This is an optimization exercise on Yosys and OpenROAD, whose aim is small area, a short achievable clock period and few clock cycles per item, not a production implementation. Where RTL was checked, it was by simulation tests only, not by an equivalence proof against the original. Power is estimated from default activity; no workload was simulated.

// vospi_engine
module vospi_engine #(
    parameter LINE_WIDTH   = 80,
    parameter PPS          = 60,       
    parameter SEGS_MULTI   = 4,        
    parameter MARKER_ID    = 20,
    parameter QUIET_MS     = 200
) (
    input  wire        clk,
    input  wire        rst,
    input  wire        cmd_valid,
    output wire        cmd_ready,
    input  wire [2:0]  cmd_op,
    input  wire [7:0]  cmd_hint,
    input  wire        cfg_ok,
    output reg         cfg_req,
    output reg         rsp_valid,
    output wire [1:0]  rsp_code,
    output reg         rsp_active,
    input  wire [31:0] now,
    output reg         xfer_start,
    output reg         xfer_abort,
    input  wire        rx_valid,
    output wire        rx_ready,
    input  wire [15:0] rx_data,
    input  wire        pool_avail,
    input  wire [3:0]  pool_slot,
    output reg         acq_take,
    output reg         rel_valid,
    output reg         rel_used,
    output wire [3:0]  rel_slot,
    output wire        mem_we,
    output wire [3:0]  mem_slot,
    output wire [15:0] mem_addr,
    output wire [15:0] mem_wdata
);
Settings: LEC_CHECK=0, CAP_MARGIN=20, CORE_MARGIN=2, CORE_UTILIZATION=80, CTS_CLUSTER_DIAMETER=55, CTS_CLUSTER_SIZE=25, SLEW_MARGIN=20; clock period 10.0 ns.
standard.sh (not shown) runs the stock make flow with config.mk's settings and CLKGATE_MAP_FILE= SYNTH_SCRIPT=/design/flow/synth_recipe.tcl, a recipe that flattens the netlist after the stock synthesis.
==> flow/flow/run.sh <==
#!/bin/bash
# The standard ORFS layout (the standard.sh), asking timing repair for
# more setup slack than the clock period needs and buffering the ports with
# buf_2 instead of the default delay buffer.
set -euo pipefail
bash standard.sh 'SETUP_SLACK_MARGIN=6.9' 'BUFFER_PORTS_ARGS=-buffer_cell sky130_fd_sc_hd__buf_2' finish > orfs_make.log 2>&1
The starting point aborted during detailed placement (3_5_place_dp) with DPL-0033.
==> next run, changes <==
CORE_UTILIZATION = 70   (was 80)
CTS_BUF_LIST = sky130_fd_sc_hd__clkbuf_8   (was unset)
CTS_CLUSTER_DIAMETER = 40   (was 55)
CTS_CLUSTER_SIZE = 18   (was 25)
Result:
- This time the run went through all stages and came out clean
- synthesized area is unchanged
- synthesized cell count is unchanged
==> next run, changes <==
CTS_BUF_LIST = unset   (was sky130_fd_sc_hd__clkbuf_8)
CTS_CLUSTER_DIAMETER = 55   (was 40)
CTS_CLUSTER_SIZE = 25   (was 18)
Routed wire length is higher by a few percent. Sequential share of layout area is higher by 1.4 points. Worst setup slack gains 0.076 ns. Sequential cell count stays the same. Total power came out lower by a few percent. Area after synthesis stays the same. Cell count shrinks by a few percent. First-iteration DRC count climbs by a little under a tenth. Die area does not change. Clock-buffer cell count goes down by 49.
==> next run, changes <==
ABC_CLOCK_PERIOD_IN_PS = 3000   (was unset)
After rerunning:
- clock skew stays the same
- via count does not change
- non-clock buffer count stays the same
- combinational power stays flat
- design area stays the same
No functional check of the RTL was part of any run of this note.

* * *

vospi_engine, a different RTL version from the one above (not shown whole).
For scale: ~2300 cells after synthesis, roughly 1500 flip-flops, about 120 I/O pins.
Settings: LEC_CHECK=0, CAP_MARGIN=20, CORE_MARGIN=2, CORE_UTILIZATION=70, CTS_CLUSTER_DIAMETER=55, CTS_CLUSTER_SIZE=25, PLACE_DENSITY=0.88, SLEW_MARGIN=20; clock period 10.0 ns.
Scripts as last shown in full above: flow/flow/run.sh
The first run produced a clean layout.
Testbench counts at the start, summed over its fixed seeds: cycles 423,840, items 5,100.
==> next run, changes <==
--- a/flow/flow/run.sh
+++ b/flow/flow/run.sh
@@ -6 +6 @@
-bash standard.sh 'SETUP_SLACK_MARGIN=6.9' 'BUFFER_PORTS_ARGS=-buffer_cell sky130_fd_sc_hd__buf_2' finish > orfs_make.log 2>&1
+bash standard.sh 'SETUP_SLACK_MARGIN=7.1' 'BUFFER_PORTS_ARGS=-buffer_cell sky130_fd_sc_hd__buf_2' finish > orfs_make.log 2>&1
Settings changed: PLACE_DENSITY 0.88 to not set.
What happened: The changed run went through all stages and came out clean; critical path depth shrinks by 6; non-clock buffer count increases by 1; maximum frequency came out higher by 2.4%; final area came out higher by 0.39%; cell count does not change; synthesized area stays the same; worst setup slack gains 0.073 ns; global-route usage shrinks by 5.8 points.
==> next run, changes <==
--- a/flow/flow/run.sh
+++ b/flow/flow/run.sh
@@ -6 +6 @@
-bash standard.sh 'SETUP_SLACK_MARGIN=7.1' 'BUFFER_PORTS_ARGS=-buffer_cell sky130_fd_sc_hd__buf_2' finish > orfs_make.log 2>&1
+bash standard.sh 'SETUP_SLACK_MARGIN=6.9' 'BUFFER_PORTS_ARGS=-buffer_cell sky130_fd_sc_hd__buf_2' finish > orfs_make.log 2>&1
Settings changed: CTS_CLUSTER_DIAMETER 55 to 50, CTS_CLUSTER_SIZE 25 to 28.
Result:
- The changed run passed the timing, design-rule and antenna checks
- area after synthesis does not change
- setup slack improved by 0.0095 ns
- cell count grows by 1.1%
- design area went up by 1.1%
- via count rises by 1.1%
- clock-buffer cell count increases by 14
- register-to-register slack is worse by 0.21 ns
- clock skew climbs by 0.010 ns
==> next run, changes <==
--- a/flow/flow/run.sh
+++ b/flow/flow/run.sh
@@ -6 +6 @@
-bash standard.sh 'SETUP_SLACK_MARGIN=6.9' 'BUFFER_PORTS_ARGS=-buffer_cell sky130_fd_sc_hd__buf_2' finish > orfs_make.log 2>&1
+bash standard.sh 'SETUP_SLACK_MARGIN=6.7' 'BUFFER_PORTS_ARGS=-buffer_cell sky130_fd_sc_hd__buf_2' finish > orfs_make.log 2>&1
Settings changed: CTS_CLUSTER_DIAMETER 50 to 55, CTS_CLUSTER_SIZE 28 to 25.
The new run passed the timing, design-rule and antenna checks.
Register-to-register slack is about the same.
Via count shrinks by 1.4%.
Routed wire length shrinks by 2.9%.
Synthesized cell count is unchanged.
Final cell count shrinks by 2.0%.
Worst setup slack degrades by 0.11 ns.
Die area does not change.
Clock-buffer cell count shrinks by 16.

* * *

## run A
vospi_engine again, from the RTL that the note above started with.
clock: 10.0 ns
lec_check: 0
cap_margin: 20
core_margin: 2
core_utilization: 70
cts_buf_list: sky130_fd_sc_hd__clkbuf_8 sky130_fd_sc_hd__clkbuf_16
cts_cluster_diameter: 55
cts_cluster_size: 25
slew_margin: 20
==> flow/flow/run.sh <==
#!/bin/bash
# The standard ORFS layout (the standard.sh), asking timing repair for
# more setup slack than the clock period needs and buffering the ports with
# buf_2 instead of the default delay buffer.
set -euo pipefail
bash standard.sh 'SETUP_SLACK_MARGIN=6.9' 'BUFFER_PORTS_ARGS=-buffer_cell sky130_fd_sc_hd__buf_2' finish > orfs_make.log 2>&1
Testbench counts of run A, summed over its fixed seeds: cycles 423,840, items 5,100.
Input changes introduced in run B (baseline for comparison: run A):
- CTS_BUF_LIST removed (was sky130_fd_sc_hd__clkbuf_8 sky130_fd_sc_hd__clkbuf_16)
==> results.txt <==
For clock latency reported for the late side of the worst-skew pair, run A and run B come out practically identical.
In terms of total chip power, run A and run B differ only marginally.
In terms of clock transition time at the flip-flop clock pins of the worst setup and hold paths, run A and run B differ only marginally.
Run A -> run B: net switching power flat
For run C, these inputs were changed with respect to run B:
- putting PLACE_DENSITY at 0.75 where nothing was set
Going from run B to run C, final area shrank slightly. Between run B and run C, the difference in fmax is negligible. Post-layout total power in run C vs run B: down about 0.34%. Relative to run B, the detailed-route wire length per cell measured on run C has increased slightly. Going from run B to run C, first-pass GRT wire length rose about 1.7%, combinational group share of total power down 0.2 points.

re-timing with driven ports:
How much do the figures lean on ideal ports? The routed layouts below were timed once more, with nothing changed but the port constraints.
Step 1, drivers: a clkbuf_16 drives clk and a buf_2 each remaining input, both assumed.
Step 2 adds t to the input delays and takes it off the output delays; t is the mean of the earliest and latest rising clock arrival at the registers after step 1. Input paths then give back, and output paths get back, about the clock's delay inside the block.
Three values: no drivers, after step 1, after step 2; two values: the first two.
run	shift t [ns]	setup WS [ns]	worst hold slack (ns)	slew at the worst register clock pin (ns)
the second run of note 1	0.765	6.786 / 6.731 / 6.143	0.305 / 0.305 / 0.305	0.10 / 0.10
the third run of note 1	0.665	6.862 / 6.837 / 6.208	0.319 / 0.319 / 0.319	0.10 / 0.10
the fourth run of note 1	0.665	6.862 / 6.837 / 6.208	0.319 / 0.319 / 0.319	0.10 / 0.10
the first run of note 2	0.680	6.810 / 6.810 / 6.130	0.311 / 0.311 / 0.311	0.11 / 0.11
the second run of note 2	0.683	6.883 / 6.821 / 6.233	0.316 / 0.316 / 0.316	0.10 / 0.10
the third run of note 2	0.682	6.893 / 6.831 / 6.261	0.309 / 0.309 / 0.309	0.10 / 0.10
the fourth run of note 2	0.671	6.782 / 6.725 / 6.206	0.320 / 0.320 / 0.320	0.09 / 0.09
run A	0.675	6.895 / 6.835 / 6.248	0.323 / 0.323 / 0.323	0.10 / 0.10
run B	0.675	6.895 / 6.835 / 6.245	0.324 / 0.324 / 0.324	0.10 / 0.10
run C	0.668	6.898 / 6.840 / 6.268	0.323 / 0.323 / 0.323	0.10 / 0.10
After both steps setup and hold are still met in every run listed. For the first run of note 2, which loses most, drivers alone change the setup slack by 0.000 ns; drivers and shift together by -0.680 ns.
